Context: an optimization exercise on an open-source flow, tuned for small area. The choices shown serve that exercise and are no tape-out recipe. Function was checked by simulation only, so behaviour that the tests miss may differ from the original. Power figures rest on the tool's default switching activity, not on a simulated workload.

[design/flow/config.mk]
export PLATFORM = sky130hd
export DESIGN_NAME = mbus_ascii_core
export DESIGN_NICKNAME = mbus_ascii_core
export VERILOG_FILES = /design/flow/design.v
export SDC_FILE = /design/flow/constraint.sdc
export NUM_CORES = 4
export LEC_CHECK = 0
export ABC_AREA = 1
export CAP_MARGIN = 20
export CORE_MARGIN = 2
export CORE_UTILIZATION = 40
export PLACE_DENSITY = 0.6
export SLEW_MARGIN = 20
[design/flow/standard.sh]
#!/bin/bash
# synth_recipe.tcl (not shown) runs the flow's synth.tcl, then flattens the netlist and writes it again
# the make line also repeats each setting of config.mk as NAME=value (left out here)
make -C /OpenROAD-flow-scripts/flow DESIGN_CONFIG=/design/flow/config.mk WORK_HOME=/design/flow/orfs CLKGATE_MAP_FILE= SYNTH_SCRIPT=/design/flow/synth_recipe.tcl "${@:-finish}"
[design/flow/flow/run.sh]
#!/bin/bash
# The standard layout (the standard.sh, unchanged synthesis), with a
# leaner clock tree: small clock buffers in small clusters and no dummy
# balancing loads; and minimum-size buffers on the ports.
set -euo pipefail
export CTS_ARGS="-sink_clustering_enable -repair_clock_nets -dont_use_dummy_load -buf_list sky130_fd_sc_hd__clkbuf_4 -sink_clustering_size 10 -sink_clustering_max_diameter 35"
export BUFFER_PORTS_ARGS="-buffer_cell sky130_fd_sc_hd__buf_1"
bash standard.sh > standard.log 2>&1
[design/flow/design.v]
module mbus_ascii_core (
    input             clk,
    input             rst,          
    input             host_valid,
    output            host_ready,
    input      [2:0]  host_op,      
    input      [15:0] host_addr,    
    input      [15:0] host_wdata,
    output reg        rsp_valid,
    output reg [15:0] rsp_data
);
    localparam integer N = 51;      
    localparam [2:0] OP_RDREG = 3'd0, OP_WRREG = 3'd1, OP_RDIB = 3'd2,
                     OP_WRIB  = 3'd3, OP_RDOB  = 3'd4;
    localparam [7:0] STX = 8'h02, ETX = 8'h03, ACK = 8'h06, NAK = 8'h15;
    localparam [2:0] M_NONE = 3'd0, M_DPDEC = 3'd1, M_DPENC = 3'd2, M_CKSUM = 3'd3,
                     M_BUILD = 3'd4, M_ACK = 3'd6, M_NAK = 3'd7;
    function [16:0] radd(input [15:0] a, input [15:0] b, input ci);
        integer k;
        reg c;
        begin
            c = ci;
            for (k = 0; k < 16; k = k + 1) begin
                radd[k] = a[k] ^ b[k] ^ c;
                c = (a[k] & b[k]) | (c & (a[k] ^ b[k]));
            end
            radd[16] = c;
        end
    endfunction
    function ge(input [15:0] a, input [15:0] b);
        reg [16:0] s;
        begin
            s  = radd(a, ~b, 1'b1);
            ge = s[16];
        end
    endfunction
    function [7:0] hex_digit(input [3:0] v);
        reg [16:0] s;
        begin
            s = radd({13'd0, v[2:0]}, 16'hFFFF, 1'b0);
            hex_digit = (v[3] & (v[2] | v[1])) ? {5'b01000, s[2:0]} : {4'h3, v};
        end
    endfunction
    function is_digit(input [7:0] b);
        is_digit = (b[7:4] == 4'h3) && (!b[3] || b[2:1] == 2'b00);
    endfunction
    function [7:0] nak_desc(input [7:0] code);
        case (code)
            8'h43:   nak_desc = 8'd1;
            8'h44:   nak_desc = 8'd2;
            8'h49:   nak_desc = 8'd3;
            8'h4D:   nak_desc = 8'd4;
            8'h4F:   nak_desc = 8'd5;
            8'h54:   nak_desc = 8'd6;
            8'h56:   nak_desc = 8'd7;
            8'h58:   nak_desc = 8'd8;
            default: nak_desc = 8'd9;
        endcase
    endfunction
    reg [8*N-1:0] ra;       
    reg [7*N-1:0] rb;       
    reg [5:0]     pos;
    reg           clr;      
    reg [15:0] ilen;
    reg [3:0]  status;
    reg [1:0]  flags;       
    reg [5:0]  olen;
    reg [2:0]  mode;
    reg [7:0]  sum;
    reg [7:1]  hb;          
    reg        h48, h49;    
    reg        busy;
    reg [1:0]  lap;
    reg        is_nak;
    wire       argslot = clr && (pos[5:4] == 2'b11);    
    wire [7:0] a0 = argslot ? 8'h00 : ra[7:0];          
    wire [6:0] b0 = rb[6:0];
    wire [6:0] b1 = rb[13:7];
    wire       lap_end = (pos == 6'd47);                
    wire [16:0] pos_s  = radd({10'd0, pos}, 16'd0, 1'b1);
    wire [5:0]  pos_n  = (pos == 6'd50) ? 6'd0 : pos_s[5:0];
    wire [5:0]  L      = ilen[5:0];
    wire m_dpdec = (mode == M_DPDEC);
    wire m_dpenc = (mode == M_DPENC);
    wire m_cksum = (mode == M_CKSUM);
    wire m_build = (mode == M_BUILD);
    wire m_parse = mode[2] & mode[1];
    wire ck      = flags[1];
    wire p1 = busy && (lap == 2'd1);
    wire p2 = busy && (lap == 2'd2);
    wire p3 = busy && (lap == 2'd3);
    reg        hA, hB;
    always @(*) begin
        if (pos[5]) begin
            hA = h48; hB = h49;
        end else begin
            case (pos[2:1])
                2'd0:    begin hA = hb[1]; hB = hb[2]; end
                2'd1:    begin hA = hb[3]; hB = hb[4]; end
                default: begin hA = hb[5]; hB = hb[6]; end
            endcase
        end
    end
    wire [7:0]  dx  = {hA, b0};
    wire [7:0]  dy  = {hB, b1};
    wire [16:0] dx5 = radd({6'd0, dx, 2'b00}, {8'd0, dx}, 1'b0);
    wire [16:0] dxy = radd({dx5[14:0], 1'b0}, {8'd0, dy}, 1'b0);
    wire [16:0] d13 = radd(dxy[15:0], 16'hFDF0, 1'b0);
    wire [15:0] dec = {{3{d13[12]}}, d13[12:0]};
    wire [6:0] fld = busy ? a0[6:0] : b0;
    reg  [3:0] f_tens;
    always @(*) begin
        if      (ge({9'd0, fld}, 16'd90)) f_tens = 4'd9;
        else if (ge({9'd0, fld}, 16'd80)) f_tens = 4'd8;
        else if (ge({9'd0, fld}, 16'd70)) f_tens = 4'd7;
        else if (ge({9'd0, fld}, 16'd60)) f_tens = 4'd6;
        else if (ge({9'd0, fld}, 16'd50)) f_tens = 4'd5;
        else if (ge({9'd0, fld}, 16'd40)) f_tens = 4'd4;
        else if (ge({9'd0, fld}, 16'd30)) f_tens = 4'd3;
        else if (ge({9'd0, fld}, 16'd20)) f_tens = 4'd2;
        else if (ge({9'd0, fld}, 16'd10)) f_tens = 4'd1;
        else                              f_tens = 4'd0;
    end
    wire [16:0] f_u     = radd({12'd0, fld[3:0]}, ~{12'd0, f_tens[2] ^ f_tens[0], f_tens[1:0], 1'b0}, 1'b1);
    wire [3:0]  f_units = f_u[3:0];                   
    reg         tsel;                                 
    wire [7:0]  hchar   = {4'h3, tsel ? f_tens : f_units};
    reg        hsel;
    wire [7:0] hexc = hex_digit(hsel ? sum[3:0] : sum[7:4]);
    wire [7:0] radr  = host_addr[7:0];
    wire       hi0   = (host_addr[15:6] == 10'd0);
    wire [5:0] oi    = host_addr[5:0];
    wire       ib_in = hi0 && (oi[5:4] != 2'b11);
    wire       ob_in = hi0 && !ge({10'd0, oi}, 16'd58);
    wire       r_arg = (radr[7:2] == 6'd0) && (radr[1:0] != 2'd0);    
    reg        rr_wait;
    reg  [5:0] rr_tgt;
    always @(*) begin
        rr_wait = 1'b1;
        case (radr)
            8'h01:        rr_tgt = 6'd48;
            8'h02:        rr_tgt = 6'd49;
            8'h03:        rr_tgt = 6'd50;
            8'h0C:        rr_tgt = 6'd1;
            8'h0D:        rr_tgt = 6'd3;
            8'h0E:        rr_tgt = 6'd5;
            8'h0F:        rr_tgt = 6'd48;
            8'h10, 8'h11: rr_tgt = 6'd7;
            default: begin rr_tgt = 6'd48; rr_wait = 1'b0; end
        endcase
    end
    wire [16:0] t_s    = radd({10'd0, oi}, ~{10'd0, olen}, 1'b1);
    wire [6:0]  t      = t_s[6:0];
    wire        b_hdr  = !ge({10'd0, oi}, 16'd7);
    wire        b_item = !b_hdr && t[6] && (ck ? (t[5:2] != 4'b1111 || t[1:0] == 2'b00) : (t[5:0] != 6'b111111));
    wire [16:0] tg_s   = radd({10'd0, oi}, {10'd0, m_build ? 6'b111001 : 6'd7}, 1'b0);
    reg         ob_wait;
    reg  [5:0]  ob_tgt;
    always @(*) begin
        ob_tgt  = tg_s[5:0];
        ob_wait = 1'b0;
        if (m_dpenc) begin
            ob_tgt  = 6'd48;
            ob_wait = 1'b1;
        end else if (m_build) begin
            if (b_hdr) begin
                ob_tgt  = {4'b1100, (oi[2:0] == 3'd5 || oi[2:0] == 3'd6), (oi[2:0] == 3'd3 || oi[2:0] == 3'd4)};
                ob_wait = (oi[2:0] != 3'd0);
            end else
                ob_wait = b_item;
        end else if (m_parse)
            ob_wait = !ge({10'd0, oi}, 16'd41);
        ob_wait = ob_wait && ob_in;
    end
    reg        need_wait;
    reg  [5:0] tgt;
    always @(*) begin
        case (host_op)
            OP_RDIB, OP_WRIB: begin need_wait = ib_in;   tgt = oi; end
            OP_RDREG:         begin need_wait = rr_wait; tgt = rr_tgt; end
            OP_WRREG:         begin need_wait = r_arg;   tgt = rr_tgt; end
            default:          begin need_wait = ob_wait; tgt = ob_tgt; end
        endcase
    end
    assign host_ready = !busy && (!need_wait || pos == tgt);
    wire accept = host_valid && host_ready;
    wire [7:0] pbyte = {hb[7], b0};
    reg [15:0] reg_rdata;
    always @(*) begin
        case (radr)
            8'h01, 8'h02, 8'h03:
                     reg_rdata = {8'd0, a0};
            8'h04:   reg_rdata = ilen;
            8'h08:   reg_rdata = {12'd0, status};
            8'h09:   reg_rdata = {14'd0, flags};
            8'h0A:   reg_rdata = {10'd0, olen};
            8'h0B:   reg_rdata = {14'd0, m_parse & mode[0], m_parse & ~mode[0]};
            8'h0C, 8'h0D, 8'h0E:
                     reg_rdata = m_parse ? dec : 16'd0;
            8'h0F:   reg_rdata = m_dpdec ? dec : (m_cksum || ck) ? {8'd0, sum} : 16'd0;
            8'h10:   reg_rdata = (mode == M_NAK) ? {8'd0, pbyte} : 16'd0;
            8'h11:   reg_rdata = (mode == M_NAK) ? {8'd0, nak_desc(pbyte)} : 16'd0;
            default: reg_rdata = 16'h0000;
        endcase
    end
    reg [7:0] ob_rdata;
    always @(*) begin
        if (m_dpenc)
            ob_rdata = hchar;
        else if (m_cksum)
            ob_rdata = hexc;
        else if (m_build) begin
            if (oi == 6'd0)
                ob_rdata = STX;
            else if (b_hdr)
                ob_rdata = hchar;
            else if (b_item)
                ob_rdata = {1'b0, b0};
            else if (ck && t[5:2] == 4'b1111 && t[1] != t[0])
                ob_rdata = hexc;
            else
                ob_rdata = ETX;
        end else
            ob_rdata = pbyte;
    end
    reg [15:0] rdata;
    always @(*) begin
        case (host_op)
            OP_RDREG: rdata = reg_rdata;
            OP_RDIB:  rdata = ib_in ? {8'd0, a0} : 16'd0;
            default:  rdata = ob_in ? {8'd0, ob_rdata} : 16'd0;
        endcase
    end
    always @(posedge clk) begin
        rsp_data  <= rdata;
        rsp_valid <= !rst && accept && host_op != OP_WRREG && host_op != OP_WRIB;
    end
    wire [16:0] r_s  = radd({10'd0, L}, ~{10'd0, pos}, 1'b0);
    wire [6:0]  r    = r_s[6:0];
    wire        in_L = !r[6];
    always @(*) begin
        if (busy) begin
            tsel = !lap[1];                   
            hsel = (r == 7'd1);
        end else begin
            tsel = oi[0] ^ m_dpenc;           
            hsel = m_cksum ? oi[0] : !t[0];
        end
    end
    wire args_at = (pos[5:4] == 2'b11);      
    wire do_sum  = (m_build && ((p1 || p2) && args_at || p2 && in_L)) ||
                   (m_cksum && p1 && in_L) ||
                   (m_parse && p1 && pos != 6'd0 && in_L && ge({9'd0, r}, 16'd3));
    wire [16:0] sum_s = radd({8'd0, sum}, {8'd0, (m_build && args_at) ? hchar : a0}, 1'b0);
    wire [5:0]  ooff  = {2'b10, ck, 1'b0};
    wire [16:0] ol_s  = radd({10'd0, L}, m_build ? {10'd0, ooff} : ~{10'd0, ooff}, !m_build);
    wire [1:0] nlaps     = m_parse ? 2'd3 : m_build ? 2'd2 : 2'd1;
    wire       final_lap = (lap == nlaps);
    reg        err;
    reg  [3:0] err_code;
    always @(*) begin
        err = 1'b0;
        err_code = 4'h0;
        if (m_build && p1) begin
            if (args_at && ge({8'd0, a0}, 16'd100)) begin err = 1'b1; err_code = 4'h6; end
            if (in_L && a0[7])                      begin err = 1'b1; err_code = 4'h7; end
        end
        if (m_dpenc && p1 && pos == 6'd48 && ge({8'd0, a0}, 16'd100)) begin err = 1'b1; err_code = 4'h6; end
        if (m_parse && p1) begin
            if (pos == 6'd0 && a0 != ACK && a0 != NAK) begin err = 1'b1; err_code = 4'h2; end
            if (r == 7'd0 && a0 != ETX)               begin err = 1'b1; err_code = 4'h3; end
        end
        if (m_parse && p2) begin
            if (pos == 6'd3 && dec == 16'd1 && !ge({10'd0, L}, 16'd10)) begin err = 1'b1; err_code = 4'h4; end
            if (ck && (r == 7'd2 || r == 7'd1) && a0 != hexc)          begin err = 1'b1; err_code = 4'h5; end
        end
        if (m_parse && p3 && !is_nak && a0[7] && ge({10'd0, pos}, 16'd7) && in_L &&
            ge({9'd0, r}, {14'd0, ck, 1'b1})) begin err = 1'b1; err_code = 4'hA; end
    end
    wire nak_bad = is_nak && (L != {4'b0010, ck, 1'b1});
    wire ilen_big = ge(ilen, 16'd49);
    task result(input [3:0] st, input [2:0] md, input [1:0] fl, input [5:0] ol);
        begin
            status <= st;
            mode   <= md;
            flags  <= fl;
            olen   <= ol;
        end
    endtask
    task start(input [2:0] md, input [1:0] fl, input [5:0] ol);
        begin
            busy <= 1'b1;
            result(4'h0, md, fl, ol);
        end
    endtask
    always @(posedge clk) begin
        ra  <= {((accept && (host_op == OP_WRIB && ib_in || host_op == OP_WRREG && r_arg)) ? host_wdata[7:0] : a0),
                ra[8*N-1:8]};
        rb  <= {(p1 ? a0[6:0] : b0), rb[7*N-1:7]};
        pos <= rst ? 6'd0 : pos_n;
        if (rst)
            clr <= 1'b1;
        else if (pos == 6'd50)
            clr <= 1'b0;
        if (rst) begin
            ilen <= 16'h0000;
            busy <= 1'b0;
            result(4'h0, M_NONE, 2'b00, 6'd0);
        end else if (!busy) begin
            if (accept && host_op == OP_WRREG) begin
                case (radr)
                    8'h00: begin
                        lap <= 2'd0;
                        sum <= 8'h00;
                        case (host_wdata[7:0])
                            8'h01: start(M_DPENC, 2'b00, 6'd2);
                            8'h02: start(M_DPDEC, 2'b01, 6'd0);
                            8'h03: begin
                                if (ilen_big) result(4'hB, M_NONE, 2'b00, 6'd0);
                                else          start(M_CKSUM, 2'b00, 6'd2);
                            end
                            8'h04: begin
                                if (ilen_big) result(4'hB, M_NONE, 2'b00, 6'd0);
                                else          start(M_BUILD, 2'b00, 6'd0);
                            end
                            8'h05: begin
                                if (ilen_big) result(4'hB, M_NONE, 2'b00, 6'd0);
                                else if (ilen[15:3] == 13'd0) result(4'h1, M_NONE, 2'b00, 6'd0);
                                else          start(M_ACK, 2'b01, 6'd0);
                            end
                            default: result(4'hC, M_NONE, 2'b00, 6'd0);
                        endcase
                    end
                    8'h04: ilen <= host_wdata;
                    default: ;
                endcase
            end
        end else begin
            if (lap_end) lap <= {lap[1] ^ lap[0], ~lap[0]};
            if (p1 && pos[5:3] == 3'd0 && pos[2:0] != 3'd0) hb[pos[2:0]] <= a0[7];
            if (p1 && pos == 6'd48) h48 <= a0[7];
            if (p1 && pos == 6'd49) h49 <= a0[7];
            if (p1 && !is_digit(a0) &&
                ((m_parse && pos[5:3] == 3'd0 && pos[2:0] != 3'd0 && pos[2:0] != 3'd7) ||
                 (m_dpdec && (pos == 6'd48 || pos == 6'd49))))
                flags[0] <= 1'b0;
            if (m_build && p1 && pos == 6'd49) flags[1] <= (a0 == 8'd1);
            if (m_parse && p2 && pos == 6'd3)  flags[1] <= (dec == 16'd1);
            if (p1 && pos == 6'd0) is_nak <= (a0 == NAK);
            if (do_sum) sum <= sum_s[7:0];
            if (err && status == 4'h0) status <= err_code;
            if (lap_end && final_lap) begin
                busy <= 1'b0;
                if (status != 4'h0 || (m_parse && nak_bad)) begin
                    result((status != 4'h0) ? status : 4'h9, M_NONE, 2'b00, 6'd0);
                end else if (m_build) begin
                    olen <= ol_s[5:0];
                end else if (m_parse) begin
                    if (is_nak) begin
                        mode <= M_NAK;
                        olen <= 6'd1;
                    end else
                        olen <= ol_s[5:0];
                end
            end
        end
    end
endmodule
[design/flow/constraint.sdc]
create_clock -name core_clock -period 10.0 [get_ports {clk}]
set_input_delay 2.0000 -clock core_clock [delete_from_list [all_inputs] [get_ports {clk}]]
set_output_delay 2.0000 -clock core_clock [all_outputs]
set_load 0.01 [all_outputs]
==> results of run 1 <==
==> cells in the final DEF, fill, tap and decap left out, types with 37 or more instances in the layout <==
cell / instances
a21oi_1: 67
nand2_1: 256
inv_1: 196
nand3_1: 69
ha_1: 38
buf_1: 55
fa_1: 37
dfxtp_1: 821
o21ai_0: 85
clkbuf_4: 110
nor2_1: 166
==> worst max-delay path by stage <==
stage                     slack, ns          to  cells after the start
after floorplan                2.43  host_ready                     21
after global placement         1.56  host_ready                     22
after detailed placement       1.54  host_ready                     22
after CTS                      1.53  host_ready                     22
after global routing           1.23  host_ready                     22
final                          1.57  host_ready                     22
==> flip-flops by register name, summed over array words and instances (netlist names) <==
name,count
ra,408
rb,357
ilen,16
rsp_data,16
sum,8
hb,7
olen,6
pos,6
status,4
mode,3
flags,2
lap,2
busy,1
clr,1
h48,1
h49,1
is_nak,1
rsp_valid,1
==> cell families after synthesis <==
| kind of cell | Yosys count | synth area share (%) |
|---|---|---|
| xor gates and xnor gates | 13 | 0.4897 |
| buffers and inverters | 237 | 3.945 |
| and+or+nand+nor | 595 | 11.15 |
| adders and majority gates | 75 | 5.231 |
| muxes | 3 | 0.1399 |
| AOI/OAI and AO/OA | 234 | 5.769 |
| DFF | 841 | 73.28 |
==> critical path, cell delays in order <==
cell and delay, ns:
buf_1 0.24, inv_1 0.28, ha_1 0.18, inv_1 0.04, fa_1 0.38, fa_1 0.39
fa_1 0.39, fa_1 0.37, inv_1 0.08, fa_1 0.40, nor2_1 0.11, nand3_1 0.11
nor2_1 0.11, nand2_1 0.05, nand2_1 0.20, inv_1 0.10, o21ai_0 0.26, nand3_1 0.13
nand3_1 0.13, nand2_1 0.13, a21oi_4 0.18, buf_1 0.18
==> where the power goes <==
group	switching (mW)	internal, mW	total (mW)
sequential	0.00399	3.36	3.36
clock	0.942	0.502	1.44
combinational	0.0778	0.0337	0.112
==> layer usage <==
| metal | share of wire (%) | up-vias | global-route usage (%) |
|---|---|---|---|
| met4 | 3.0 | 4 | 6.887 |
| met1 | 48 | 6473 | 23.32 |
| met2 | 43 | 441 | 24.88 |
| met5 | 0.050 | - | 0.3268 |
| li1 | - | 6689 | - |
| met3 | 6.8 | 110 | 4.177 |
==> layout make-up <==
cell class	count	area [um2]
Timing Repair Buffer	67	296.5
Multi-Input combinational cell	920	5303
Tap cell	765	957.2
Fill cell	5476	32390
Sequential cell	841	17040
Inverter	205	769.5
Antenna cell	2	5.005
Clock buffer	110	825.8
==> per-stage QoR <==
| step | total power [mW] | hold WS, ns | instances | cell area, um2 | worst slack [ns] |
|---|---|---|---|---|---|
| final | 4.919 | 0.2486 | 2910 | 25190 | 1.567 |
| after global routing | 5.152 | 0.2173 | 2910 | 25190 | 1.228 |
| after global placement | 3.552 | 0.3100 | 2798 | 24360 | 1.560 |
| after floorplan | 3.509 | 0.3096 | 1998 | 23250 | 2.429 |
| after CTS | 5.005 | 0.2254 | 2908 | 25180 | 1.535 |
| after detailed placement | 3.553 | 0.3121 | 2798 | 24360 | 1.544 |
==> metrics.yaml, run 1 <==
status:
  status: "finished clean"
setup_path:
  critPathArrivalTime_ns: 6.43
  required_ns: 8.00
  cp-start-kind: "primary input"
  reg2reg_slack_ns: 3.40
  reg2reg_from: "pos[4]"
  critPathCaptureType: "primary output"
  reg2reg_to: "sum[7]"
  cp_max_fo: 9
  path_class: "primary input to primary output"
  startpoint: "host_addr[0]"
  worstRegToRegCells: 29
sta:
  finClkSkew_ns: 0.08612
  worstMarginPinSlew_ns: 1.103
  rsz0062_at_grt: "no"
  drv_slew: 0
  slew_headroom_pct: 25.79
  finalHoldViolations: 0
  fmax_mhz: 118.6
  finalSetupTns_ns: 0
  period_needed_ns: 8.433
  fin_crit_sh_pct: 84.33
  setup_viol_count_final: 0
drt:
  post_drt_wl_per_cell_um: 17.13
  vias_per_cell: 4.714
  finalWirelength_um: 49840
  first_pass_iters: 6
  vias: 13720
  ant_nets: 0
  drtIter0Drc: 981
  route.detailed.drc: 0
clock_tree:
  cts_tree: "done"
  cts_root_buf: "clkbuf_4"
  post_cts_buffers: 0
  cts_buffers: 110
  clkTransAtPathRegs_ns: 0.09
  htree_levels: 3
  clkSinkCount: 841
  clock_path_buffers: 3
  cts_hold_buf: 0
  clk_latency_ns: 0.84
  post_cts_resize_count: 0
global_routing:
  grt_pass1_wl_um: 76540
  grt-ovfl-total: 0
  grt_use_total_pct: 16.77
  grt_pass1_vias: 13550
  grt_max_degree: 33
  antenna_found_initial: 4
synthesis:
  ys_seq_area_share_pct: 73.28
  yosys-top-cells-count: "dfxtp_1 (821), nand2_1 (256), inv_1 (196), nor2_1 (166), o21ai_0 (85)"
  ys_ff_latch: 841
  synth_edf_count: 20
  synthesis.area_mm2: 0.02325
  yosys_warnings: 1
  synth.most_common_cell: "dfxtp_1"
  synth.top_cells.by_area: "dfxtp_1 (71%), nand2_1 (4.1%), fa_1 (3.2%)"
  ys_types: 52
  avgSynthCellArea_um2: 11.64
  synth_ff_type: "dfxtp_1"
  yosysTopAreaCell: "dfxtp_1"
  synth.top_cell.area_share_pct: 70.69
  synth_fp_nets: 2111
  ys_async_sr_fraction_pct: 0
  synthCells: 1998
die:
  die_w_um: 245.1
  initial_utilization_pct: 40.37
  coreArea_mm2: 0.05759
  die_y_um: 245.1
  rows: 88
  ioPinCount: 56
  dieArea_mm2: 0.06007
hold_path:
  hold_path_class: "flop to flop"
  hold_depth: 0
  worstHoldStart: "rb[17]"
  min_to: "rb[10]"
pwr:
  p_per_area_mw_per_mm2: 195.3
  p_leak_nw: 10.38
  vdd_drop_max_v: 0.0001133
placement:
  numPortBuffers: 55
  place_hpwl_um: 35650
  gp_congestion: 0.9287
finish:
  syn_to_final_growth_pct: 8.358
  fin_util_pct: 43.75
  drive_above_1_share_pct: 7.000
  fin_nets: 2258
job:
  cap_viol_max_count: 0
==> inputs of run 2 (changes only) <==
--- a/design/flow/design.v
+++ b/design/flow/design.v
@@ -186,49 +186,41 @@
     wire accept = host_valid && host_ready;
+    wire rd_reg = (host_op == OP_RDREG);
+    wire rd_ob  = (host_op == OP_RDOB) && ob_in;
+    wire ra_lo  = (radr[7:4] == 4'h0);
+    wire ra_hi  = (radr[7:4] == 4'h1);
     wire [7:0] pbyte = {hb[7], b0};
-    reg [15:0] reg_rdata;
-    always @(*) begin
-        case (radr)
-            8'h01, 8'h02, 8'h03:
-                     reg_rdata = {8'd0, a0};
-            8'h04:   reg_rdata = ilen;
-            8'h08:   reg_rdata = {12'd0, status};
-            8'h09:   reg_rdata = {14'd0, flags};
-            8'h0A:   reg_rdata = {10'd0, olen};
-            8'h0B:   reg_rdata = {14'd0, m_parse & mode[0], m_parse & ~mode[0]};
-            8'h0C, 8'h0D, 8'h0E:
-                     reg_rdata = m_parse ? dec : 16'd0;
-            8'h0F:   reg_rdata = m_dpdec ? dec : (m_cksum || ck) ? {8'd0, sum} : 16'd0;
-            8'h10:   reg_rdata = (mode == M_NAK) ? {8'd0, pbyte} : 16'd0;
-            8'h11:   reg_rdata = (mode == M_NAK) ? {8'd0, nak_desc(pbyte)} : 16'd0;
-            default: reg_rdata = 16'h0000;
-        endcase
-    end
-    reg [7:0] ob_rdata;
-    always @(*) begin
-        if (m_dpenc)
-            ob_rdata = hchar;
-        else if (m_cksum)
-            ob_rdata = hexc;
-        else if (m_build) begin
-            if (oi == 6'd0)
-                ob_rdata = STX;
-            else if (b_hdr)
-                ob_rdata = hchar;
-            else if (b_item)
-                ob_rdata = {1'b0, b0};
-            else if (ck && t[5:2] == 4'b1111 && t[1] != t[0])
-                ob_rdata = hexc;
-            else
-                ob_rdata = ETX;
-        end else
-            ob_rdata = pbyte;
-    end
-    reg [15:0] rdata;
-    always @(*) begin
-        case (host_op)
-            OP_RDREG: rdata = reg_rdata;
-            OP_RDIB:  rdata = ib_in ? {8'd0, a0} : 16'd0;
-            default:  rdata = ob_in ? {8'd0, ob_rdata} : 16'd0;
-        endcase
-    end
+    wire s_a0    = (host_op == OP_RDIB && ib_in) || (rd_reg && r_arg);
+    wire s_ilen  = rd_reg && ra_lo && radr[3:0] == 4'h4;
+    wire s_stat  = rd_reg && ra_lo && radr[3:0] == 4'h8;
+    wire s_flags = rd_reg && ra_lo && radr[3:0] == 4'h9;
+    wire s_olen  = rd_reg && ra_lo && radr[3:0] == 4'hA;
+    wire s_kind  = rd_reg && ra_lo && radr[3:0] == 4'hB && m_parse;
+    wire s_dec   = rd_reg && ra_lo && ((radr[3:2] == 2'b11 && radr[1:0] != 2'b11 && m_parse) ||
+                                       (radr[3:0] == 4'hF && m_dpdec));
+    wire s_sum   = rd_reg && ra_lo && radr[3:0] == 4'hF && (m_cksum || ck);
+    wire s_code  = rd_reg && ra_hi && radr[3:0] == 4'h0 && mode == M_NAK;
+    wire s_desc  = rd_reg && ra_hi && radr[3:0] == 4'h1 && mode == M_NAK;
+    wire ob_b    = m_build && !b_hdr && !b_item;          
+    wire s_pb    = s_code || rd_ob && !m_dpenc && !m_cksum && !m_build;
+    wire s_b0    = s_pb || rd_ob && m_build && b_item;
+    wire s_hch   = rd_ob && (m_dpenc || m_build && b_hdr && oi != 6'd0);
+    wire s_hex   = rd_ob && (m_cksum || ob_b && ck && t[5:2] == 4'b1111 && t[1] != t[0]);
+    wire s_stx   = rd_ob && m_build && oi == 6'd0;
+    wire s_etx   = rd_ob && ob_b && !(ck && t[5:2] == 4'b1111 && t[1] != t[0]);
+    wire [15:0] rdata =
+        ({16{s_a0}}    & {8'd0, a0}) |
+        ({16{s_ilen}}  & ilen) |
+        ({16{s_stat}}  & {12'd0, status}) |
+        ({16{s_flags}} & {14'd0, flags}) |
+        ({16{s_olen}}  & {10'd0, olen}) |
+        ({16{s_kind}}  & {14'd0, mode[0], ~mode[0]}) |
+        ({16{s_dec}}   & dec) |
+        ({16{s_sum}}   & {8'd0, sum}) |
+        ({16{s_pb}}    & {8'd0, hb[7], 7'd0}) |
+        ({16{s_b0}}    & {9'd0, b0}) |
+        ({16{s_desc}}  & {8'd0, nak_desc(pbyte)}) |
+        ({16{s_hch}}   & {8'd0, hchar}) |
+        ({16{s_hex}}   & {8'd0, hexc}) |
+        ({16{s_stx}}   & {8'd0, STX}) |
+        ({16{s_etx}}   & {8'd0, ETX});
     always @(posedge clk) begin
==> run 2 against run 1 <==
  * Still clean on timing, DRC and antenna
  * Cell area fell by 1.5%
  * Register-to-register slack better by 0.45 ns
  * Clock-buffer cell count fell by 2
  * Sequential power about the same
  * Sequential share of layout area grew 1.0 points
  * Synthesized cell count shrank 4.1%
  * Area after synthesis shrank 1.6%
  * Routed wire length shrank 8.1%
  * Cell count is 3.1% lower
==> metrics.yaml, run 2 <==
clock_tree:
  cts_root_buf: "clkbuf_4"
  post_cts_buffers: 0  # unchanged
  cts_buffers: 108  # -1.8%
  htree_levels: 3  # unchanged
  clkTransAtPathRegs_ns: 0.09  # about the same
  clkSinkCount: 841  # unchanged
  clock_path_buffers: 3  # unchanged
  cts_hold_buf: 0  # unchanged
  clk_latency_ns: 0.89  # +0.05 ns
  post_cts_resize_count: 0  # unchanged
  cts_tree: "done"
global_routing:
  grt-ovfl-total: 0  # unchanged
  grt_max_degree: 30  # -9.1%
  grt_use_total_pct: 15.86  # -0.92 points
  grt_pass1_vias: 12990  # -4.2%
  grt_pass1_wl_um: 72470  # -5.3%
  antenna_found_initial: 2  # -2
synthesis:
  ys_ff_latch: 841  # unchanged
  synth.top_cells.by_area: "dfxtp_1 (72%), nand2_1 (3.6%), inv_1 (3.2%)"
  synth.top_cell.area_share_pct: 71.81  # +1.1 points
  yosysTopAreaCell: "dfxtp_1"
  yosys_warnings: 1  # unchanged
  synth_fp_nets: 2029  # -3.9%
  ys_async_sr_fraction_pct: 0  # unchanged
  synthCells: 1916  # -4.1%
  ys_seq_area_share_pct: 74.44  # +1.2 points
  avgSynthCellArea_um2: 11.95  # +2.7%
  synthesis.area_mm2: 0.02289  # -1.6%
  synth.most_common_cell: "dfxtp_1"
  yosys-top-cells-count: "dfxtp_1 (821), nand2_1 (217), inv_1 (198), nor2_1 (140), nand3_1 (72)"
  synth_edf_count: 20  # unchanged
  ys_types: 55  # +5.8%
  synth_ff_type: "dfxtp_1"
finish:
  max_flop_register: "ra"
  layout_common_cells: "dfxtp_1 (820), nand2_1 (217), inv_1 (198)"
  layout_commonest_cell: "dfxtp_1"
  fin_util_pct: 43.93  # +0.18 points
  largest_reg_flops: 408  # unchanged
  fin_nets: 2178  # -3.5%
  drive_above_1_share_pct: 7.271  # +0.27 points
  syn_to_final_growth_pct: 8.430  # about the same
  reg.largest.list: "ra (408), rb (357)"
  fillers: 5300  # -3.2%
pwr:
  vdd_drop_max_v: 0.0001183  # +4.4%
  power.total_mw: 4.900  # -0.39%
  p_per_area_mw_per_mm2: 197.5  # +1.1%
  p_leak_nw: 10.19  # -1.8%
sta:
  fmax_mhz: 131.4  # +11%
  finClkSkew_ns: 0.1448  # +0.05864 ns
  worstMarginPinSlew_ns: 0.9810  # -0.1220 ns
  setup_slack_ns: 2.390  # +0.8226 ns
  setup_viol_count_final: 0  # unchanged
  finalSetupTns_ns: 0  # unchanged
  period_needed_ns: 7.610  # -0.8226 ns
  finalHoldViolations: 0  # unchanged
  fin_crit_sh_pct: 76.10  # -8.2 points
  rsz0062_at_grt: "no"
  drv_slew: 0  # unchanged
  slew_headroom_pct: 34.16  # +8.4 points
drt:
  vias_per_cell: 4.643  # -1.5%
  vias: 13100  # -4.5%
  ant_nets: 0  # unchanged
  drtIter0Drc: 803  # -18%
  post_drt_wl_per_cell_um: 16.24  # -5.2%
  finalWirelength_um: 45800  # -8.1%
  route.detailed.drc: 0  # unchanged
  first_pass_iters: 6  # unchanged
hold_path:
  hold_path_class: "flop to flop"
  hold_depth: 0  # unchanged
  min_to: "ra[349]"
  worstHoldStart: "ra[357]"
setup_path:
  reg2reg_slack_ns: 3.85  # +0.45 ns
  startpoint: "host_addr[0]"
  reg2reg_to: "sum[6]"
  cp_max_fo: 9  # unchanged
  critPathArrivalTime_ns: 5.61  # -0.82 ns
  path_class: "primary input to primary output"
  cp-start-kind: "primary input"
  critPathCaptureType: "primary output"
  reg2reg_from: "pos[5]"
  worstRegToRegCells: 26  # -10%
  required_ns: 8.00  # about the same
placement:
  numPortBuffers: 55  # unchanged
  place_hpwl_um: 32500  # -8.8%
  place_ws_ns: 2.344  # +0.7997 ns
  gp_congestion: 0.9469  # +2.0%
die:
  die_y_um: 243.2  # -0.77%
  die_w_um: 243.2  # -0.77%
  coreArea_mm2: 0.05650  # -1.9%
  ioPinCount: 56  # unchanged
  rows: 87  # -1.1%
  dieArea_mm2: 0.05915  # -1.5%
  initial_utilization_pct: 40.51  # +0.14 points
status:
  status: "finished clean"
job:
  cap_viol_max_count: 0  # unchanged
## run 2: per-layer routing
metal  up-vias  part of all wire (%)  GRT usage [%]
met5         -                     0              0
li1       6447                     -              -
met1      6203                    48          22.22
met4         0                   2.9          6.514
met3        78                   5.6          3.417
met2       369                    43          23.77
## run 2: area by class of cell
type | count | area, um2 | area share (%)
clock buffer | 108 | 810.8 | 3.267
antenna | 2 | 5.005 | 0.02017
tap | 756 | 945.9 | 3.812
sequential | 841 | 17040 | 68.65
timing repair buffer | 63 | 266.5 | 1.074
inverter | 210 | 788.3 | 3.176
multi-input combinational | 841 | 4962 | 20.00
## run 2: how the worst max path moves through the flow
stage	to	slack, ns	cells after the start
CTS	host_ready	2.34	20
global route	host_ready	2.06	20
floorplan	host_ready	3.03	18
finish	host_ready	2.39	20
detailed placement	host_ready	2.34	20
global placement	host_ready	2.36	20
## run 2: kinds of logic after synthesis
kind of cell	count (synthesis)	share of synthesized area (%)
DFF	841	74.44
and+or+nand+nor	536	10.38
buffers and inverters	234	3.925
AOI/OAI and AO/OA	217	5.483
adders and majority gates	75	5.281
xor gates and xnor gates	13	0.4975
## run 2: critical path, cell delays in order
cell and delay, ns:
buf_1 0.17, inv_2 0.21, ha_1 0.19, fa_1 0.16, inv_1 0.05, fa_1 0.37
fa_1 0.38, fa_1 0.39, fa_1 0.49, nand4_1 0.11, nor3_1 0.16, inv_1 0.06
nand3_1 0.11, nand2_1 0.06, nand2_1 0.06, nand3_1 0.07, a21oi_1 0.16, nor2_1 0.09
nor2_4 0.16, buf_1 0.18
## run 2: metrics by stage
stage	cells	cell area, um2	hold slack, ns
2_1_floorplan	1916	22890	0.3096
3_3_place_gp	2711	23990	0.3100
3_5_place_dp	2711	24000	0.3121
4_1_cts	2819	24810	0.2484
5_1_grt	2820	24810	0.2102
6_report	2821	24820	0.2641
## run 2: report_power, final
group	switching (mW)	leakage (nW)	internal [mW]
sequential	0.00260	6.80	3.36
combinational	0.0705	2.89	0.0302
clock	0.944	0.497	0.493
total	1.02	10.2	3.88
==> inputs of run 3 (changes only) <==
--- a/design/flow/design.v
+++ b/design/flow/design.v
@@ -246,27 +246,16 @@
     wire [16:0] sum_s = radd({8'd0, sum}, {8'd0, (m_build && args_at) ? hchar : a0}, 1'b0);
-    wire [5:0]  ooff  = {2'b10, ck, 1'b0};
-    wire [16:0] ol_s  = radd({10'd0, L}, m_build ? {10'd0, ooff} : ~{10'd0, ooff}, !m_build);
+    wire        pay   = m_parse && p3 && ge({10'd0, pos}, 16'd7) && in_L && ge({9'd0, r}, {14'd0, ck, 1'b1});
+    wire        ol_up = pay || m_build && p2 && (in_L || ck && args_at && !pos[1]);
+    wire [16:0] ol_s  = radd({10'd0, olen}, 16'd0, 1'b1);
     wire [1:0] nlaps     = m_parse ? 2'd3 : m_build ? 2'd2 : 2'd1;
     wire       final_lap = (lap == nlaps);
-    reg        err;
-    reg  [3:0] err_code;
-    always @(*) begin
-        err = 1'b0;
-        err_code = 4'h0;
-        if (m_build && p1) begin
-            if (args_at && ge({8'd0, a0}, 16'd100)) begin err = 1'b1; err_code = 4'h6; end
-            if (in_L && a0[7])                      begin err = 1'b1; err_code = 4'h7; end
-        end
-        if (m_dpenc && p1 && pos == 6'd48 && ge({8'd0, a0}, 16'd100)) begin err = 1'b1; err_code = 4'h6; end
-        if (m_parse && p1) begin
-            if (pos == 6'd0 && a0 != ACK && a0 != NAK) begin err = 1'b1; err_code = 4'h2; end
-            if (r == 7'd0 && a0 != ETX)               begin err = 1'b1; err_code = 4'h3; end
-        end
-        if (m_parse && p2) begin
-            if (pos == 6'd3 && dec == 16'd1 && !ge({10'd0, L}, 16'd10)) begin err = 1'b1; err_code = 4'h4; end
-            if (ck && (r == 7'd2 || r == 7'd1) && a0 != hexc)          begin err = 1'b1; err_code = 4'h5; end
-        end
-        if (m_parse && p3 && !is_nak && a0[7] && ge({10'd0, pos}, 16'd7) && in_L &&
-            ge({9'd0, r}, {14'd0, ck, 1'b1})) begin err = 1'b1; err_code = 4'hA; end
-    end
+    wire e6 = (m_build || m_dpenc && pos[1:0] == 2'd0) && p1 && args_at && ge({8'd0, a0}, 16'd100);
+    wire e7 = m_build && p1 && in_L && a0[7];
+    wire e2 = m_parse && p1 && pos == 6'd0 && a0 != ACK && a0 != NAK;
+    wire e3 = m_parse && p1 && r == 7'd0 && a0 != ETX;
+    wire e4 = m_parse && p2 && pos == 6'd3 && dec == 16'd1 && !ge({10'd0, L}, 16'd10);
+    wire e5 = m_parse && p2 && ck && (r == 7'd2 || r == 7'd1) && a0 != hexc;
+    wire eA = pay && !is_nak && a0[7];
+    wire       err      = e6 | e7 | e2 | e3 | e4 | e5 | eA;
+    wire [3:0] err_code = {eA, e6 | e7 | e4 | e5, e6 | e7 | e2 | e3 | eA, e7 | e3 | e5};
     wire nak_bad = is_nak && (L != {4'b0010, ck, 1'b1});
@@ -315,3 +304,3 @@
                                 if (ilen_big) result(4'hB, M_NONE, 2'b00, 6'd0);
-                                else          start(M_BUILD, 2'b00, 6'd0);
+                                else          start(M_BUILD, 2'b00, 6'd8);
                             end
@@ -342,2 +331,3 @@
             if (do_sum) sum <= sum_s[7:0];
+            if (ol_up) olen <= ol_s[5:0];
             if (err && status == 4'h0) status <= err_code;
@@ -347,10 +337,5 @@
                     result((status != 4'h0) ? status : 4'h9, M_NONE, 2'b00, 6'd0);
-                end else if (m_build) begin
-                    olen <= ol_s[5:0];
-                end else if (m_parse) begin
-                    if (is_nak) begin
-                        mode <= M_NAK;
-                        olen <= 6'd1;
-                    end else
-                        olen <= ol_s[5:0];
+                end else if (m_parse && is_nak) begin
+                    mode <= M_NAK;
+                    olen <= 6'd1;
                 end
==> run 3 against run 2 <==
  * Still clean
  * Clock power fell by 3%
  * Synthesized cell count fell by 0.52%
  * Total power fell by 0.92%
  * Combinational power fell by 9%
  * Area after synthesis fell by 0.38%
  * Critical path depth fell by 3
  * Cell count fell by 0.78%
  * Clock-buffer cell count fell by 5
  * Cell area fell by 0.72%
  * Critical path type unchanged
  * Largest cell class unchanged
==> metrics.yaml, run 3 <==
setup_path:
  slowest_stage: "fa_1"
  critPathCaptureType: "primary output"
  critPathArrivalTime_ns: 5.65  # +0.04 ns
  worstPathCellList: "buf_1 -> inv_1 -> ha_1 -> fa_1 -> inv_1 -> fa_1 -> fa_1 -> fa_1 -> fa_1 -> nand4_1 -> inv_1 -> nand2_1 -> o21ai_0 -> o21a_1 -> o21ai_1 -> a21oi_2 -> buf_1"
  required_ns: 8.00  # about the same
  path_common_cell: "fa_1"
  cp_max_fo: 8  # -1
  cp-start-kind: "primary input"
  critical-path-max-stage-delay_ns: 0.49  # about the same
  path_class: "primary input to primary output"
die:
  dieArea_mm2: 0.05893  # -0.37%
  coreArea_mm2: 0.05639  # -0.19%
  die_w_um: 242.7  # -0.19%
  die_y_um: 242.7  # -0.19%
  ioPinCount: 56  # unchanged
  rows: 87  # unchanged
  initial_utilization_pct: 40.43  # -0.077 points
job:
  cap_viol_max_count: 0  # unchanged
sta:
  drv_slew: 0  # unchanged
  fin_crit_sh_pct: 76.54  # +0.44 points
  setup_slack_ns: 2.346  # -0.04362 ns
  finalHoldViolations: 0  # unchanged
  finClkSkew_ns: 0.1141  # -0.03069 ns
  setup_viol_count_final: 0  # unchanged
  finalSetupTns_ns: 0  # unchanged
  worstMarginPinSlew_ns: 0.9719  # -0.009071 ns
  fmax_mhz: 130.6  # -0.57%
  period_needed_ns: 7.654  # +0.04362 ns
  slew_headroom_pct: 34.97  # +0.80 points
  rsz0062_at_grt: "no"
clock_tree:
  cts_tree: "done"
  cts_buffers: 103  # -4.6%
  post_cts_buffers: 0  # unchanged
  clkTransAtPathRegs_ns: 0.09  # about the same
  cts_root_buf: "clkbuf_4"
  post_cts_resize_count: 0  # unchanged
  clk_latency_ns: 0.85  # -0.04 ns
  clock_path_buffers: 3  # unchanged
  htree_levels: 3  # unchanged
  cts_hold_buf: 0  # unchanged
  clkSinkCount: 841  # unchanged
synthesis:
  ys_seq_area_share_pct: 74.72  # +0.29 points
  ys_async_sr_fraction_pct: 0  # unchanged
  synth_edf_count: 20  # unchanged
  synthesis.area_mm2: 0.02280  # -0.38%
  ys_ff_latch: 841  # unchanged
  synth_ff_type: "dfxtp_1"
  synthCells: 1906  # -0.52%
  yosys_warnings: 1  # unchanged
  synth.top_cells.by_area: "dfxtp_1 (72%), nand2_1 (4.0%), inv_1 (3.0%)"
  avgSynthCellArea_um2: 11.96  # +0.14%
  synth_fp_nets: 2019  # -0.49%
  synth.most_common_cell: "dfxtp_1"
  synth.top_cell.area_share_pct: 72.09  # +0.28 points
  yosysTopAreaCell: "dfxtp_1"
  yosys-top-cells-count: "dfxtp_1 (821), nand2_1 (241), inv_1 (184), nor2_1 (151), o21ai_0 (74)"
  ys_types: 55  # unchanged
global_routing:
  grt_max_degree: 30  # unchanged
  antenna_found_initial: 4  # +2
  grt_pass1_wl_um: 70820  # -2.3%
  grt_use_total_pct: 15.36  # -0.49 points
  grt_pass1_vias: 12960  # -0.21%
  grt-ovfl-total: 0  # unchanged
drt:
  first_pass_iters: 6  # unchanged
  finalWirelength_um: 44400  # -3.1%
  route.detailed.drc: 0  # unchanged
  post_drt_wl_per_cell_um: 15.86  # -2.3%
  vias: 13020  # -0.61%
  drtIter0Drc: 966  # +20%
  ant_nets: 0  # unchanged
  vias_per_cell: 4.651  # +0.17%
pwr:
  seqPwrFrac_pct: 69.3  # +0.7 points
  p_leak_nw: 10.10  # -0.81%
  p_per_area_mw_per_mm2: 197.1  # -0.20%
  clkPwrFrac_pct: 28.8  # -0.5 points
  p_sw_uw: 995.0  # -2.2%
  internal-power_mw: 3.860  # -0.59%
  combPwrFrac_pct: 1.9  # -0.2 points
  power.total_mw: 4.855  # -0.92%
  swShare_pct: 20.49  # -0.26 points
  vdd_drop_max_v: 0.0001480  # +25%
placement:
  numPortBuffers: 55  # unchanged
  place_ws_ns: 2.313  # -0.03084 ns
  placedCellCount: 2695  # -0.59%
  place_hpwl_um: 31350  # -3.6%
  gp_congestion: 0.9592  # +1.3%
finish:
  layout_common_cells: "dfxtp_1 (821), nand2_1 (241), inv_1 (184)"
  multi_input_area_mm2: 0.004938  # -0.48%
  area.sequential_mm2: 0.01704  # about the same
  largest_reg_flops: 408  # unchanged
  max_flop_register: "ra"
  drive_above_1_share_pct: 6.170  # -1.1 points
  fin_nets: 2157  # -0.96%
  layout_commonest_cell: "dfxtp_1"
  final_cells: 2799  # -0.78%
  fillers: 5400  # +1.9%
  syn_to_final_growth_pct: 8.062
  reg.largest.list: "ra (408), rb (357)"
  fin_util_pct: 43.69  # -0.23 points
status:
  status: "finished clean"
hold_path:
  hold_path_class: "flop to flop"
-- run 3: critical path: cells and delay by family --
family                   cells  cell delay [ns]
adder cells (fa/ha/maj)      6             2.02
AO/OA/AOI/OAI                4             0.71
AND/OR/NAND/NOR              2             0.15
buffers and inverters        5             0.77
-- run 3: metrics by stage --
stage / hold slack, ns / area [um2]
3_3_place_gp: 0.3098 / 23860
5_1_grt: 0.2648 / 24640
4_1_cts: 0.2456 / 24630
2_1_floorplan: 0.3096 / 22800
3_5_place_dp: 0.3121 / 23860
6_report: 0.2618 / 24640
-- run 3: path summary, 6_finish.rpt --
kind	start	cells after the start	slack, ns	end
hold reg to reg	rb[195]	0	0.26	rb[188]
hold / removal	rb[195]	0	0.26	rb[188]
setup reg to reg	pos[5]	28	3.39	sum[7]
setup / recovery	host_addr[0]	17	2.35	host_ready
-- run 3: layout make-up --
class                   instances  area share (%)
flip-flops and latches        841           69.15
inverters                     189           2.890
diodes                          1         0.01016
clock buffers                 103           3.138
multi-input cells             851           20.04
well taps                     756           3.839
repair buffers                 58          0.9294
-- run 3: logic make-up (layout without fill, tap and decap cells) --
logic type | count (synthesis) | count (layout) | share of synthesized area [%]
flops | 841 | 841 | 74.72
mux | 8 | 8 | 0.3622
fa+ha+maj | 75 | 75 | 5.202
other cells | 0 | 1 | 0
buf+inv | 214 | 350 | 3.638
xor+xnor | 14 | 14 | 0.5378
simple gates | 566 | 566 | 10.77
compound gates | 188 | 188 | 4.769
-- run 3: power groups by stage --
| stage | combinational [mW] | sequential (mW) | clock, mW |
|---|---|---|---|
| 3_3_place_gp | 0.0916 | 3.44 | 0 |
| 6_report | 0.0919 | 3.36 | 1.40 |
| 5_1_grt | 0.105 | 3.37 | 1.62 |
| 4_1_cts | 0.0918 | 3.36 | 1.49 |
| 3_5_place_dp | 0.0909 | 3.44 | 0 |
| 2_1_floorplan | 0.0599 | 3.44 | 0 |
-- run 3: routing by layer --
metal,up-vias,GRT usage (%),wire (um)
met5,-,0,0
met4,0,5.955,1169
met3,89,4.080,3205
met2,419,21.39,17990
met1,6146,22.59,22040
li1,6363,-,-
==> inputs of run 4 (changes only) <==
--- a/design/flow/design.v
+++ b/design/flow/design.v
@@ -69,4 +69,4 @@
     reg [7:0]  sum;
-    reg [7:1]  hb;          
-    reg        h48, h49;    
+    reg        c7;          
+    reg [5:0]  dh;          
     reg        busy;
@@ -91,20 +91,8 @@
     wire p3 = busy && (lap == 2'd3);
-    reg        hA, hB;
-    always @(*) begin
-        if (pos[5]) begin
-            hA = h48; hB = h49;
-        end else begin
-            case (pos[2:1])
-                2'd0:    begin hA = hb[1]; hB = hb[2]; end
-                2'd1:    begin hA = hb[3]; hB = hb[4]; end
-                default: begin hA = hb[5]; hB = hb[6]; end
-            endcase
-        end
-    end
-    wire [7:0]  dx  = {hA, b0};
-    wire [7:0]  dy  = {hB, b1};
+    wire [7:0]  dx  = a0;
+    wire [7:0]  dy  = argslot ? 8'h00 : ra[15:8];
     wire [16:0] dx5 = radd({6'd0, dx, 2'b00}, {8'd0, dx}, 1'b0);
     wire [16:0] dxy = radd({dx5[14:0], 1'b0}, {8'd0, dy}, 1'b0);
-    wire [16:0] d13 = radd(dxy[15:0], 16'hFDF0, 1'b0);
-    wire [15:0] dec = {{3{d13[12]}}, d13[12:0]};
+    wire [16:0] dec = radd(dxy[15:0], 16'hFDF0, 1'b0);
+    wire [15:0] fval = {{3{b1[5]}}, b1[5:0], b0};     
     wire [6:0] fld = busy ? a0[6:0] : b0;
@@ -190,3 +178,3 @@
     wire ra_hi  = (radr[7:4] == 4'h1);
-    wire [7:0] pbyte = {hb[7], b0};
+    wire [7:0] pbyte = {c7, b0};
     wire s_a0    = (host_op == OP_RDIB && ib_in) || (rd_reg && r_arg);
@@ -216,5 +204,5 @@
         ({16{s_kind}}  & {14'd0, mode[0], ~mode[0]}) |
-        ({16{s_dec}}   & dec) |
+        ({16{s_dec}}   & fval) |
         ({16{s_sum}}   & {8'd0, sum}) |
-        ({16{s_pb}}    & {8'd0, hb[7], 7'd0}) |
+        ({16{s_pb}}    & {8'd0, c7, 7'd0}) |
         ({16{s_b0}}    & {9'd0, b0}) |
@@ -229,2 +217,5 @@
     end
+    wire f_slot = (pos[5:3] == 3'd0) && (pos[2:0] != 3'd0) && (pos[2:0] != 3'd7);    
+    wire d_lo   = p1 && (m_parse && f_slot && pos[0] || m_dpdec && pos == 6'd48);
+    wire d_hi   = p1 && (m_parse && f_slot && !pos[0] || m_dpdec && pos == 6'd49);
     wire [16:0] r_s  = radd({10'd0, L}, ~{10'd0, pos}, 1'b0);
@@ -255,3 +246,3 @@
     wire e3 = m_parse && p1 && r == 7'd0 && a0 != ETX;
-    wire e4 = m_parse && p2 && pos == 6'd3 && dec == 16'd1 && !ge({10'd0, L}, 16'd10);
+    wire e4 = m_parse && p2 && pos == 6'd3 && ck && !ge({10'd0, L}, 16'd10);
     wire e5 = m_parse && p2 && ck && (r == 7'd2 || r == 7'd1) && a0 != hexc;
@@ -279,3 +270,4 @@
                 ra[8*N-1:8]};
-        rb  <= {(p1 ? a0[6:0] : b0), rb[7*N-1:7]};
+        rb  <= {(d_lo ? dec[6:0] : d_hi ? {1'b0, dh} : p1 ? a0[6:0] : b0), rb[7*N-1:7]};
+        dh  <= dec[12:7];
         pos <= rst ? 6'd0 : pos_n;
@@ -320,5 +312,3 @@
             if (lap_end) lap <= {lap[1] ^ lap[0], ~lap[0]};
-            if (p1 && pos[5:3] == 3'd0 && pos[2:0] != 3'd0) hb[pos[2:0]] <= a0[7];
-            if (p1 && pos == 6'd48) h48 <= a0[7];
-            if (p1 && pos == 6'd49) h49 <= a0[7];
+            if (p1 && pos == 6'd7) c7 <= a0[7];
             if (p1 && !is_digit(a0) &&
@@ -328,3 +318,3 @@
             if (m_build && p1 && pos == 6'd49) flags[1] <= (a0 == 8'd1);
-            if (m_parse && p2 && pos == 6'd3)  flags[1] <= (dec == 16'd1);
+            if (m_parse && p1 && pos == 6'd3)  flags[1] <= (dec[12:0] == 13'd1);
             if (p1 && pos == 6'd0) is_nak <= (a0 == NAK);
--- a/design/flow/config.mk
+++ b/design/flow/config.mk
@@ -7,3 +7,4 @@
 export LEC_CHECK = 0
-export ABC_AREA = 1
+export ABC_AREA = 0
+export ABC_CLOCK_PERIOD_IN_PS = 10000
 export CAP_MARGIN = 20
==> run 4 against run 3 <==
  * Critical path type unchanged
  * Still clean
  * Worst setup slack worse by 0.98 ns
  * Routed wire length down 3.1%
  * First-iteration DRC count down 3.4%
  * Total power down 0.25%
  * Flip-flop and latch count down 2
==> metrics.yaml, run 4 <==
sta:
  slew_headroom_pct: 31.70  # -3.3 points
  finalHoldViolations: 0  # unchanged
  rsz0062_at_grt: "no"
  period_needed_ns: 8.632  # +0.9778 ns
  finalSetupTns_ns: 0  # unchanged
  finClkSkew_ns: 0.1259  # +0.01177 ns
  drv_slew: 0  # unchanged
  fin_crit_sh_pct: 86.32  # +9.8 points
  fmax_mhz: 115.8  # -11%
  setup_viol_count_final: 0  # unchanged
  worstMarginPinSlew_ns: 1.021  # +0.04882 ns
setup_path:
  critical-path-max-stage-delay_ns: 0.48  # about the same
  worstRegToRegCells: 23  # -18%
  cp_max_fo: 15  # +7
  reg2reg_slack_ns: 2.91  # -0.48 ns
  worst-path-buf-inv: 5  # unchanged
  worstPathCellList: "buf_1 -> clkinv_1 -> ha_1 -> fa_1 -> inv_1 -> fa_1 -> fa_1 -> fa_1 -> fa_1 -> and4_1 -> a31oi_1 -> mux2_2 -> a2111oi_0 -> o31a_1 -> a41o_1 -> buf_4 -> buf_1"
  slowest_stage: "fa_1"
  path_common_cell: "fa_1"
  path_class: "primary input to primary output"
  required_ns: 8.00  # about the same
  critPathCaptureType: "primary output"
  critPathArrivalTime_ns: 6.63  # +0.98 ns
  reg2reg_to: "sum[7]"
  critPathTopFamily: "adder cells"
  cp-start-kind: "primary input"
  reg2reg_from: "busy"
die:
  initial_utilization_pct: 40.37  # -0.066 points
  die_y_um: 242.1  # -0.27%
  die_w_um: 242.1  # -0.27%
  coreArea_mm2: 0.05617  # -0.39%
  dieArea_mm2: 0.05861  # -0.54%
  rows: 87  # unchanged
  ioPinCount: 56  # unchanged
finish:
  syn_to_final_growth_pct: 8.189
  fin_nets: 1944  # -9.9%
  drive_above_1_share_pct: 8.133  # +2.0 points
  reg.largest.list: "ra (408), rb (357)"
  layout_common_cells: "dfxtp_1 (827), clkbuf_4 (107), nand2_1 (99)"
  layout_commonest_cell: "dfxtp_1"
  largest_reg_flops: 408  # unchanged
  max_flop_register: "ra"
  fin_area_mm2: 0.02453  # -0.43%
placement:
  gp_congestion: 0.8964  # -6.5%
  place_area_mm2: 0.02371  # -0.61%
  place_hpwl_um: 29740  # -5.1%
  numPortBuffers: 55  # unchanged
hold_path:
  min_to: "ra[245]"
  hold_depth: 0  # unchanged
  worstHoldStart: "ra[253]"
  hold_path_class: "flop to flop"
synthesis:
  avgSynthCellArea_um2: 13.28  # +11%
  synth_ff_type: "dfxtp_1"
  yosys_warnings: 1  # unchanged
  ys_ff_latch: 839  # -0.24%
  synth.most_common_cell: "dfxtp_1"
  synth.top_cells.by_area: "dfxtp_1 (73%), fa_1 (2.9%), ha_1 (2.2%)"
  ys_async_sr_fraction_pct: 0  # unchanged
  synthesis.area_mm2: 0.02267  # -0.55%
  synth.top_cell.area_share_pct: 73.02  # +0.93 points
  synth_fp_nets: 1817  # -10%
  synthCells: 1707  # -10%
  ys_seq_area_share_pct: 74.61  # -0.12 points
  synth_edf_count: 12  # -40%
  ys_types: 82  # +49%
  yosysTopAreaCell: "dfxtp_1"
  yosys-top-cells-count: "dfxtp_1 (827), nand2_1 (99), nor2_1 (88), inv_1 (77)"
global_routing:
  grt_pass1_vias: 12330  # -4.9%
  antenna_found_initial: 7  # +3
  grt_max_degree: 44  # +47%
  grt-ovfl-total: 0  # unchanged
  grt_use_total_pct: 14.98  # -0.38 points
  grt_pass1_wl_um: 68860  # -2.8%
job:
  cap_viol_max_count: 0  # unchanged
clock_tree:
  clk_latency_ns: 0.87  # +0.02 ns
  cts_hold_buf: 0  # unchanged
  cts_buffers: 107  # +3.9%
  post_cts_buffers: 0  # unchanged
  htree_levels: 3  # unchanged
  clock_path_buffers: 3  # unchanged
  post_cts_resize_count: 0  # unchanged
  cts_tree: "done"
  cts_root_buf: "clkbuf_4"
  clkSinkCount: 839  # -0.24%
  clkTransAtPathRegs_ns: 0.09  # about the same
pwr:
  seqPwrFrac_pct: 69.2  # about the same
  clkPwrFrac_pct: 29.3  # +0.5 points
  p_leak_nw: 9.575  # -5.2%
  swShare_pct: 20.28  # -0.21 points
  combPwrFrac_pct: 1.5  # -0.4 points
  vdd_drop_max_v: 0.0001021  # -31%
  p_per_area_mw_per_mm2: 197.4  # +0.18%
  p_sw_uw: 982.4  # -1.3%
  internal-power_mw: 3.861  # about the same
drt:
  finalWirelength_um: 43010  # -3.1%
  drtIter0Drc: 933  # -3.4%
  vias: 12430  # -4.5%
  ant_nets: 0  # unchanged
  first_pass_iters: 7  # +1
  vias_per_cell: 4.794  # +3.1%
  route.detailed.drc: 0  # unchanged
  post_drt_wl_per_cell_um: 16.59  # +4.6%
status:
  status: "finished clean"
==> run 4: worst reg2reg max path, cell delays in order (launching register included) <==
cell,delay (ns)
dfxtp_1,0.35
clkinv_1,0.50
o31ai_1,0.90
nor2_1,0.14
or4_1,0.43
nand3_1,0.18
o21a_1,0.22
ha_1,0.16
inv_1,0.05
fa_1,0.47
xnor2_1,0.33
o21ai_0,0.13
o21ai_0,0.19
o211ai_1,0.12
a311oi_1,0.54
a21oi_1,0.19
fa_1,0.46
fa_1,0.39
fa_1,0.36
inv_1,0.07
fa_1,0.18
xor2_1,0.07
or3_1,0.31
a21oi_1,0.16
==> run 4: power by group through the flow <==
| stage | clock [mW] | combinational (mW) | sequential, mW |
|---|---|---|---|
| after global routing | 1.65 | 0.0794 | 3.35 |
| after detailed placement | 0 | 0.0711 | 3.43 |
| after global placement | 0 | 0.0716 | 3.43 |
| after CTS | 1.50 | 0.0716 | 3.35 |
| final | 1.42 | 0.0721 | 3.35 |
| after floorplan | 0 | 0.0451 | 3.43 |
==> run 4: cells by family (layout without fill, tap and decap cells) <==
group | Yosys count | count (layout) | synth area share [%]
and+or+nand+nor | 364 | 364 | 7.891
xor gates and xnor gates | 22 | 22 | 0.8498
adders and majority gates | 73 | 73 | 5.110
other | 0 | 5 | 0
AOI/OAI and AO/OA | 239 | 239 | 7.273
muxes | 42 | 42 | 2.069
buffers and inverters | 128 | 253 | 2.202
DFF | 839 | 839 | 74.61
==> run 4: layout make-up <==
class	instances	area, um2
antenna	5	12.51
clock buffer	107	803.3
fill	5214	31640
inverter	80	300.3
multi-input combinational	740	5263
sequential	839	16920
tap	756	945.9
timing repair buffer	66	290.3
==> run 4: worst max-delay path by stage <==
| stage | start | endpoint | slack (ns) | cells past startpoint |
|---|---|---|---|---|
| after floorplan | host_addr[0] | host_ready | 2.41 | 15 |
| after global placement | host_addr[0] | host_ready | 1.50 | 17 |
| after detailed placement | host_addr[0] | host_ready | 1.43 | 17 |
| after CTS | host_addr[0] | host_ready | 1.41 | 17 |
| after global routing | host_addr[0] | host_ready | 0.98 | 17 |
| final | host_addr[0] | host_ready | 1.37 | 17 |
==> run 4: per-layer routing <==
metal / track usage, % / vias up / part of all wire [%]
li1: - / 6000 / -
met1: 21.02 / 5905 / 48
met2: 20.88 / 412 / 40
met3: 5.140 / 111 / 8.8
met4: 6.427 / 4 / 3.2
met5: 0 / - / 0.058
==> run 4: stage by stage <==
| stage | cells | power (mW) | hold slack (ns) | setup WS, ns | util, % |
|---|---|---|---|---|---|
| CTS | 2588 | 4.924 | 0.2053 | 1.414 | 43.64 |
| global placement | 2481 | 3.499 | 0.3100 | 1.499 | 42.21 |
| floorplan | 1707 | 3.472 | 0.3096 | 2.412 | - |
| global route | 2590 | 5.086 | 0.2162 | 0.9828 | 43.66 |
| finish | 2593 | 4.843 | 0.2028 | 1.368 | 43.67 |
| detailed placement | 2481 | 3.499 | 0.3121 | 1.434 | 42.21 |
==> inputs of run 5 (changes only) <==
==> design/flow/flow/run.sh (replaced) <==
#!/bin/bash
# The standard layout (the standard.sh, unchanged synthesis), with a
# leaner clock tree: small clock buffers in small clusters and no dummy
# balancing loads; and minimum-size buffers on the ports.
set -euo pipefail
export CTS_ARGS="-sink_clustering_enable -repair_clock_nets -dont_use_dummy_load -buf_list sky130_fd_sc_hd__clkbuf_4 -sink_clustering_size 11 -sink_clustering_max_diameter 40"
export BUFFER_PORTS_ARGS="-buffer_cell sky130_fd_sc_hd__buf_1"
bash standard.sh > standard.log 2>&1
==> run 5 against run 4 <==
  * Synthesized cell count unchanged
  * Total power down 1.1%
  * Global-route usage about the same
  * Cell count down 0.39%
  * Clock power down 4%
  * Non-clock buffer count unchanged
  * Cell area down 0.33%
  * Die area unchanged
  * Clock skew down 0.032 ns
  * First-iteration DRC count down 9.2%
  * Largest cell class unchanged
==> metrics.yaml, run 5 <==
sta:
  hold_ws_ns: 0.2488  # +0.04596 ns
  period_needed_ns: 8.625  # -0.007400 ns
  finClkSkew_ns: 0.09394  # -0.03192 ns
  slew_headroom_pct: 31.00  # -0.70 points
  drv_slew: 0  # unchanged
  rsz0062_at_grt: "no"
  finalSetupTns_ns: 0  # unchanged
  fmax_mhz: 115.9  # about the same
  fin_crit_sh_pct: 86.25  # about the same
  worstMarginPinSlew_ns: 1.031  # +0.01048 ns
  setup_viol_count_final: 0  # unchanged
  finalHoldViolations: 0  # unchanged
finish:
  fin_area_mm2: 0.02445  # -0.33%
  largest_reg_flops: 408  # unchanged
  layout_common_cells: "dfxtp_1 (827), nand2_1 (99), clkbuf_4 (96)"
  fin_util_pct: 43.53  # -0.14 points
  area.sequential_mm2: 0.01692  # unchanged
  max_flop_register: "ra"
  fin_nets: 1933  # -0.57%
  layout_commonest_cell: "dfxtp_1"
  syn_to_final_growth_pct: 7.836
  multi_input_area_mm2: 0.005263  # unchanged
  drive_above_1_share_pct: 7.578  # -0.55 points
  reg.largest.list: "ra (408), rb (357)"
  fillers: 5223  # +0.17%
synthesis:
  synth.top_cell.area_share_pct: 73.02  # unchanged
  yosys-top-cells-count: "dfxtp_1 (827), nand2_1 (99), nor2_1 (88), inv_1 (77)"
  ys_types: 82  # unchanged
  synth.most_common_cell: "dfxtp_1"
  ys_seq_area_share_pct: 74.61  # unchanged
  yosysTopAreaCell: "dfxtp_1"
  synth_ff_type: "dfxtp_1"
  ys_ff_latch: 839  # unchanged
  ys_async_sr_fraction_pct: 0  # unchanged
  avgSynthCellArea_um2: 13.28  # unchanged
  yosys_warnings: 1  # unchanged
  synth_fp_nets: 1817  # unchanged
  synth.top_cells.by_area: "dfxtp_1 (73%), fa_1 (2.9%), ha_1 (2.2%)"
  synthCells: 1707  # unchanged
  synthesis.area_mm2: 0.02267  # unchanged
  synth_edf_count: 12  # unchanged
pwr:
  p_per_area_mw_per_mm2: 195.8  # -0.82%
  p_leak_nw: 9.524  # -0.53%
  vdd_drop_max_v: 0.0001180  # +16%
global_routing:
  antenna_found_initial: 7  # unchanged
  grt_max_degree: 44  # unchanged
  grt_pass1_wl_um: 68700  # -0.23%
  grt_pass1_vias: 12260  # -0.59%
  grt-ovfl-total: 0  # unchanged
  grt_use_total_pct: 14.97  # about the same
clock_tree:
  cts_hold_buf: 0  # unchanged
  clock_path_buffers: 3  # unchanged
  cts_buffers: 96  # -10%
  cts_tree: "done"
  clkTransAtPathRegs_ns: 0.10  # about the same
  cts_root_buf: "clkbuf_4"
  post_cts_resize_count: 0  # unchanged
  clk_latency_ns: 0.83  # -0.04 ns
  htree_levels: 3  # unchanged
  post_cts_buffers: 0  # unchanged
  clkSinkCount: 839  # unchanged
die:
  ioPinCount: 56  # unchanged
  dieArea_mm2: 0.05861  # unchanged
  rows: 87  # unchanged
  initial_utilization_pct: 40.37  # unchanged
  coreArea_mm2: 0.05617  # unchanged
  die_y_um: 242.1  # unchanged
  die_w_um: 242.1  # unchanged
drt:
  ant_nets: 0  # unchanged
  drtIter0Drc: 847  # -9.2%
  finalWirelength_um: 43100  # +0.22%
  vias_per_cell: 4.772  # -0.47%
  vias: 12330  # -0.85%
  post_drt_wl_per_cell_um: 16.69  # +0.60%
  route.detailed.drc: 0  # unchanged
  first_pass_iters: 5  # -2
placement:
  numPortBuffers: 55  # unchanged
  place_area_mm2: 0.02371  # unchanged
  gp_congestion: 0.8964  # unchanged
  place_hpwl_um: 29740  # unchanged
hold_path:
  worstHoldStart: "ra[253]"
  hold_path_class: "flop to flop"
setup_path:
  reg2reg_from: "busy"
  cp_max_fo: 15  # unchanged
  critical-path-max-stage-delay_ns: 0.48  # about the same
  slowest_stage: "fa_1"
  cp-start-kind: "primary input"
  cp-endpoint: "host_ready"
  reg2reg_slack_ns: 2.86  # -0.05 ns
  path_depth: 17  # unchanged
  path_class: "primary input to primary output"
  critPathTopFamily: "adder cells"
  critPathArrivalTime_ns: 6.62  # about the same
  critPathCaptureType: "primary output"
  worstPathCellList: "buf_1 -> clkinv_1 -> ha_1 -> fa_1 -> inv_1 -> fa_1 -> fa_1 -> fa_1 -> fa_1 -> and4_1 -> a31oi_1 -> mux2_2 -> a2111oi_0 -> o31a_1 -> a41o_1 -> buf_4 -> buf_1"
  worst-path-buf-inv: 5  # unchanged
  startpoint: "host_addr[0]"
  path_common_cell: "fa_1"
  reg2reg_to: "sum[7]"
  required_ns: 8.00  # about the same
  worstRegToRegCells: 23  # unchanged
status:
  status: "finished clean"
job:
  cap_viol_max_count: 0  # unchanged
run 5: cell types whose count changed in the layout (fill, tap and decap cells not counted), sizes merged:
cell and change:
clkbuf -11, diode +1
run 5: worst min-delay path by stage:
stage	endpoint	cells after the start	slack, ns
final	ra[245]	0	0.25
after global placement	ra[61]	0	0.31
after global routing	ra[245]	0	0.26
after detailed placement	ra[248]	0	0.31
after CTS	ra[245]	0	0.23
after floorplan	ra[100]	0	0.31
run 5: layout make-up:
cell class,count,share of cell area [%]
antenna,6,0.06141
clock buffer,96,2.947
inverter,80,1.228
multi-input combinational,740,21.52
sequential,839,69.18
tap,756,3.869
timing repair buffer,66,1.187
run 5: metrics by stage:
stage | instances | total power [mW] | setup WS [ns]
2_1_floorplan | 1707 | 3.472 | 2.412
3_3_place_gp | 2481 | 3.499 | 1.499
3_5_place_dp | 2481 | 3.499 | 1.434
4_1_cts | 2577 | 4.877 | 1.414
5_1_grt | 2579 | 5.024 | 0.9824
6_report | 2583 | 4.788 | 1.375
run 5: where the power goes:
part	switching, mW	internal [mW]	total [mW]
Combinational	0.0476	0.0246	0.0722
Sequential	0.00320	3.35	3.35
Clock	0.924	0.441	1.36
run 5: routing by layer:
metal  track usage (%)  share of wire, %  wire, um
met4             6.572               3.5      1520
met2             20.91                40     17280
met3             5.196               8.9      3849
met1             20.87                47     20430
met5                 0             0.058        25
run 5: kinds of logic (layout without fill, tap and decap cells):
family,Yosys count,in the layout,share of synthesized area [%]
compound gates,239,239,7.273
xor+xnor,22,22,0.8498
fa+ha+maj,73,73,5.110
buf+inv,128,242,2.202
flops,839,839,74.61
mux,42,42,2.069
other cells,0,6,0
simple gates,364,364,7.891

Re-timed with assumed drivers on the ports (clkbuf_16 on the clock, buf_2 on other inputs), run 5 has 1.356 ns of setup slack against 1.375 ns with ideal ports, and 1.356 ns once port delays also move by the mid clock arrival of 0.842 ns.
